What follows belongs to an exercise in optimizing a design on an open flow for small area and few clock cycles; a production flow would make more cautious choices. Function was checked by simulation only, so behaviour that the tests miss may differ from the original. No activity file was given, so power comes from the tool's default toggle rates.

==> 12-11: inputs <==
Design cas2wav, start of the top module:
module cas2wav #(
    parameter [31:0] OUT_CAP = 32'd2097152,
    parameter [31:0] CAS_CAP = 32'd65536
) (
    input  wire        clk,
    input  wire        rst,           
    input  wire        reg_wr,
    input  wire [7:0]  reg_addr,
    input  wire [31:0] reg_wdata,
    output reg  [31:0] reg_rdata,
    output wire        cas_rd,
    output wire [31:0] cas_addr,
    input  wire [7:0]  cas_rdata,
    output wire        out_wr,
    output wire [31:0] out_addr,
    output wire [7:0]  out_wdata,
    output wire        done
);
make LEC_CHECK=0 CAP_MARGIN=20 CORE_MARGIN=2 CORE_UTILIZATION=40 SLEW_MARGIN=20 finish   # period 8.0 ns
run.sh (not shown) runs the stock make flow with config.mk's settings and CLKGATE_MAP_FILE= SYNTH_SCRIPT=/design/flow/synth_recipe.tcl, a recipe that flattens the netlist after the stock synthesis.
==> 08-20 (differences from 12-11) <==
--- a/flow/design.v
+++ b/flow/design.v
@@ -89,36 +89,36 @@
     reg        nochk;        
     wire busy = (st != S_IDLE);
     wire err  = (errc != 2'd0);
     assign done = done_r;
     wire a_hi0 = (reg_addr[7:5] == 3'd0) && (reg_addr[1:0] == 2'd0);
     wire [2:0] ra = reg_addr[4:2];
     wire [31:0] status = {21'd0, mode_valid, mode, 2'b00, errc, 1'b0, err, done_r, busy};
     wire [21:0] out_len = (done_r && !err) ? wp : 22'd0;
+    wire sel_st  = a_hi0 && (ra == 3'd1);
+    wire sel_bd  = a_hi0 && (ra == 3'd2);
+    wire sel_li  = a_hi0 && (ra == 3'd3);
+    wire sel_cl  = a_hi0 && (ra == 3'd4);
+    wire sel_ol  = a_hi0 && (ra == 3'd5) && done_r && !err;
+    wire sel_oc  = a_hi0 && (ra == 3'd6);
     always @(*) begin
-        reg_rdata = 32'd0;
-        if (a_hi0) begin
-            case (ra)
-                3'd1: reg_rdata = status;
-                3'd2: reg_rdata = baud;
-                3'd3: reg_rdata = leadin_s;
-                3'd4: reg_rdata = cas_len;
-                3'd5: reg_rdata = {10'd0, out_len};
-                3'd6: reg_rdata = OUT_CAP;
-                default: ;
-            endcase
-        end
+        reg_rdata = ({32{sel_bd}} & baud) | ({32{sel_li}} & leadin_s) |
+                    ({32{sel_cl}} & cas_len) | ({32{sel_st}} & status) |
+                    {10'd0, {22{sel_ol}} & wp} | ({32{sel_oc}} & OUT_CAP);
     end
     wire ctrl_wr   = reg_wr && a_hi0 && (ra == 3'd0);
     wire srst      = ctrl_wr && reg_wdata[1];
     wire start     = ctrl_wr && !reg_wdata[1] && reg_wdata[0] && !busy;
-    wire config_ok = ((baud == 32'd1200) || (baud == 32'd2400)) &&
-                     ($signed(leadin_s) <= $signed(32'd6213)) &&
-                     (cas_len <= CAS_CAP);
+    wire baud_ok   = (baud[31:12] == 20'd0) &&
+                     ((baud[11:0] == 12'd1200) || (baud[11:0] == 12'd2400));
+    wire lead_ok   = leadin_s[31] ||
+                     ((leadin_s[30:13] == 18'd0) && (leadin_s[12:0] <= 13'd6213));
+    wire len_ok    = (cas_len[31:17] == 15'd0) && (!cas_len[16] || (cas_len[15:0] == 16'd0));
+    wire config_ok = baud_ok && lead_ok && len_ok;
     wire cfg_wr    = reg_wr && a_hi0 && !busy;
     wire k2 = baud[11];
     reg         c;
     reg         rb;
     wire [17:0] psum    = {pos, 1'b1} + {13'd0, idx, c};
     wire [16:0] rd_addr = psum[17:1];
     wire        at_end  = (rd_addr == cas_len[16:0]);
     wire        rd_st   = (st == S_SRD) || (st == S_CRD) || (st == S_DRD);
==> flow/flow/run.sh (new file) <==
#!/bin/bash
# The standard layout (standard.sh) with these changes made through ORFS's
# own hooks:
#  - after floorplan, the combinational logic is re-synthesized for area by
#    OpenROAD's restructure (ABC); registers are not touched;
#  - ports are buffered with the smallest buffer, buf_1, which the resizer
#    may still upsize;
#  - clock tree synthesis uses clkbuf_8 and no dummy loads.
# Each tool's output stays in its ORFS log; make's output goes to standard.log.
set -euo pipefail
W=$PWD
export OWN_FLOW_DIR=$W/flow
export POST_FLOORPLAN_TCL=$W/flow/restructure.tcl
export BUFFER_PORTS_ARGS="-buffer_cell sky130_fd_sc_hd__buf_1"
export CTS_ARGS="-sink_clustering_enable -repair_clock_nets -buf_list sky130_fd_sc_hd__clkbuf_8 -dont_use_dummy_load"
bash standard.sh > standard.log 2>&1
==> flow/flow/libfilter.py (new file) <==
#!/usr/bin/env python3
# Copy a liberty file leaving out the named cells (the platform's don't-use
# list), so that ABC inside OpenROAD's restructure cannot pick them.
import re, sys
src, dst = sys.argv[1], sys.argv[2]
drop = set(sys.argv[3:])
text = open(src).read()
out = []
i = 0
pat = re.compile(r'^\s*cell\s*\(\s*"?([A-Za-z0-9_]+)"?\s*\)\s*\{', re.M)
while True:
    m = pat.search(text, i)
    if not m:
        out.append(text[i:])
        break
    name = m.group(1)
    # find the matching closing brace
    depth = 0
    j = m.end() - 1
    while True:
        ch = text[j]
        if ch == '{':
            depth += 1
        elif ch == '}':
            depth -= 1
            if depth == 0:
                break
        j += 1
    if name in drop or any(name.startswith(p.rstrip('*')) and p.endswith('*') for p in drop):
        out.append(text[i:m.start()])
    else:
        out.append(text[i:j + 1])
    i = j + 1
open(dst, 'w').write(''.join(out))
==> flow/flow/restructure.tcl (new file) <==
# Sourced at the end of ORFS's floorplan step (POST_FLOORPLAN_TCL).
# Re-synthesizes the combinational logic for area with OpenROAD's restructure.
# ABC there reads the liberty directly, so it gets a copy without the
# platform's don't-use cells.
set rs_lib [lindex $::env(LIB_FILES) 0]
set rs_dir $::env(OBJECTS_DIR)/restructure
file mkdir $rs_dir
exec python3 $::env(OWN_FLOW_DIR)/libfilter.py $rs_lib $rs_dir/no_dont_use.lib \
  {*}$::env(DONT_USE_CELLS) >& $rs_dir/libfilter.log
puts "restructure: area before [sta::format_area [rsz::design_area] 0]"
remove_buffers
set tie_cell [lindex $::env(TIELO_CELL_AND_PORT) 0]
set tielo "$tie_cell/[lindex $::env(TIELO_CELL_AND_PORT) 1]"
set tiehi "[lindex $::env(TIEHI_CELL_AND_PORT) 0]/[lindex $::env(TIEHI_CELL_AND_PORT) 1]"

# Output ports driven by a tie cell, and which tie pin drives each. A later
# restructure pass can drop these ties, so they are put back afterwards.
set block [ord::get_db_block]
set port_ties [dict create]
foreach bt [$block getBTerms] {
  set net [$bt getNet]
  if { $net == "NULL" } { continue }
  foreach it [$net getITerms] {
    if { [$it isOutputSignal] && [[[$it getInst] getMaster] getName] == $tie_cell } {
      dict set port_ties [$bt getName] [[$it getMTerm] getName]
    }
  }
}

foreach pass {1 2 3} {
  restructure -target area -liberty_file $rs_dir/no_dont_use.lib \
    -tielo_port $tielo -tiehi_port $tiehi -work_dir $rs_dir \
    -abc_logfile $rs_dir/abc.log
  puts "restructure: area after pass $pass [sta::format_area [rsz::design_area] 0]"
}

proc net_has_driver { net } {
  foreach it [$net getITerms] {
    if { [$it isOutputSignal] } { return 1 }
  }
  foreach bt [$net getBTerms] {
    if { [$bt getIoType] == "INPUT" } { return 1 }
  }
  return 0
}

set tie_master [[ord::get_db] findMaster $tie_cell]
set n 0
dict for {port pin} $port_ties {
  set net [[$block findBTerm $port] getNet]
  if { ![net_has_driver $net] } {
    set inst [odb::dbInst_create $block $tie_master "restructure_tie_$n"]
    [$inst findITerm $pin] connect $net
    incr n
  }
}
puts "restructure: ties put back on $n output ports"

# nothing may be left undriven
foreach net [$block getNets] {
  if { [$net getSigType] != "SIGNAL" } { continue }
  if { [llength [$net getITerms]] + [llength [$net getBTerms]] < 2 } { continue }
  if { ![net_has_driver $net] } {
    error "restructure: net [$net getName] has no driver"
  }
}
==> flow/standard.sh (new file) <==
#!/bin/bash
# synth_recipe.tcl (not shown) runs the flow's synth.tcl, then flattens the netlist and writes it again
# the make line also repeats each setting of config.mk as NAME=value (left out here)
make -C /OpenROAD-flow-scripts/flow DESIGN_CONFIG=/design/flow/config.mk WORK_HOME=/design/flow/orfs CLKGATE_MAP_FILE= SYNTH_SCRIPT=/design/flow/synth_recipe.tcl "${@:-finish}"
Settings changed: ABC_AREA set to 1, CTS_BUF_LIST set to sky130_fd_sc_hd__clkbuf_8.
removed: flow/run.sh
==> results.txt <==
* Reg-to-reg slack, setup at 2.89 ns
* Clock buf/inv share at 3.57%
* Sw Ratio at 46.3%
* Share of the synthesized area in the top cell type at 17.4%
* Largest fanout on the critical path at 18
* Post-synthesis mux area share at 1.57%
* Run status: complete, no violations
* Final Cycle Share at 84.9%
* Met1 GRT Util at 35.7%
* Final setup margin at 1.20 ns
* Peak VDD IR at 0.000186 V
* Synth Area in XOR/XNOR at 4.89%
* Power share of the combinational group at 53.7%
# the run above: 12-11

==> results.txt <==
* Peak VDD IR at 0.000142 V
* Final setup margin at 0.746 ns
* Clock buf/inv share at 1.86%
* Share of the synthesized area in the top cell type at 17.2%
* Final Cycle Share at 90.7%
* Met1 GRT Util at 31.9%
* Power share of the combinational group at 37.3%
* CTS tree: done
* Run status: complete, no violations
* Sw Ratio at 40.7%
# the run above: 08-20

Testbench counts of 12-11, summed over its fixed seeds: cycles 10,482,878.
Testbench counts of 08-20, summed over its fixed seeds: cycles 10,482,878.

-- static timing again, ports no longer ideal --
The results above use ideal ports. As a check the final layouts listed here were re-extracted and re-timed, cells and wires unchanged.
Step 1, drivers: a clkbuf_16 drives clk and a buf_2 each remaining input, both assumed.
Step 2 times the ports against the registers' clock, not the clock port: input delays grow and output delays shrink by t, the midpoint of the rising clock arrivals with the driver on.
Three values: ideal ports, drivers, drivers and shift; two values: the first two.
| run | t, ns | slack for setup (ns) | worst setup path at the end | worst register clock-pin slew, ns | worst slew at a driven data input, ns |
|---|---|---|---|---|---|
| 12-11 | 0.489 | 1.204 / 1.153 / 1.643 | register to output | 0.09 / 0.09 | 0.07 |
| 08-20 | 0.516 | 0.746 / 0.698 / 1.215 | register to output | 0.12 / 0.12 | 0.08 |
After both steps setup and hold are still met in every run listed.
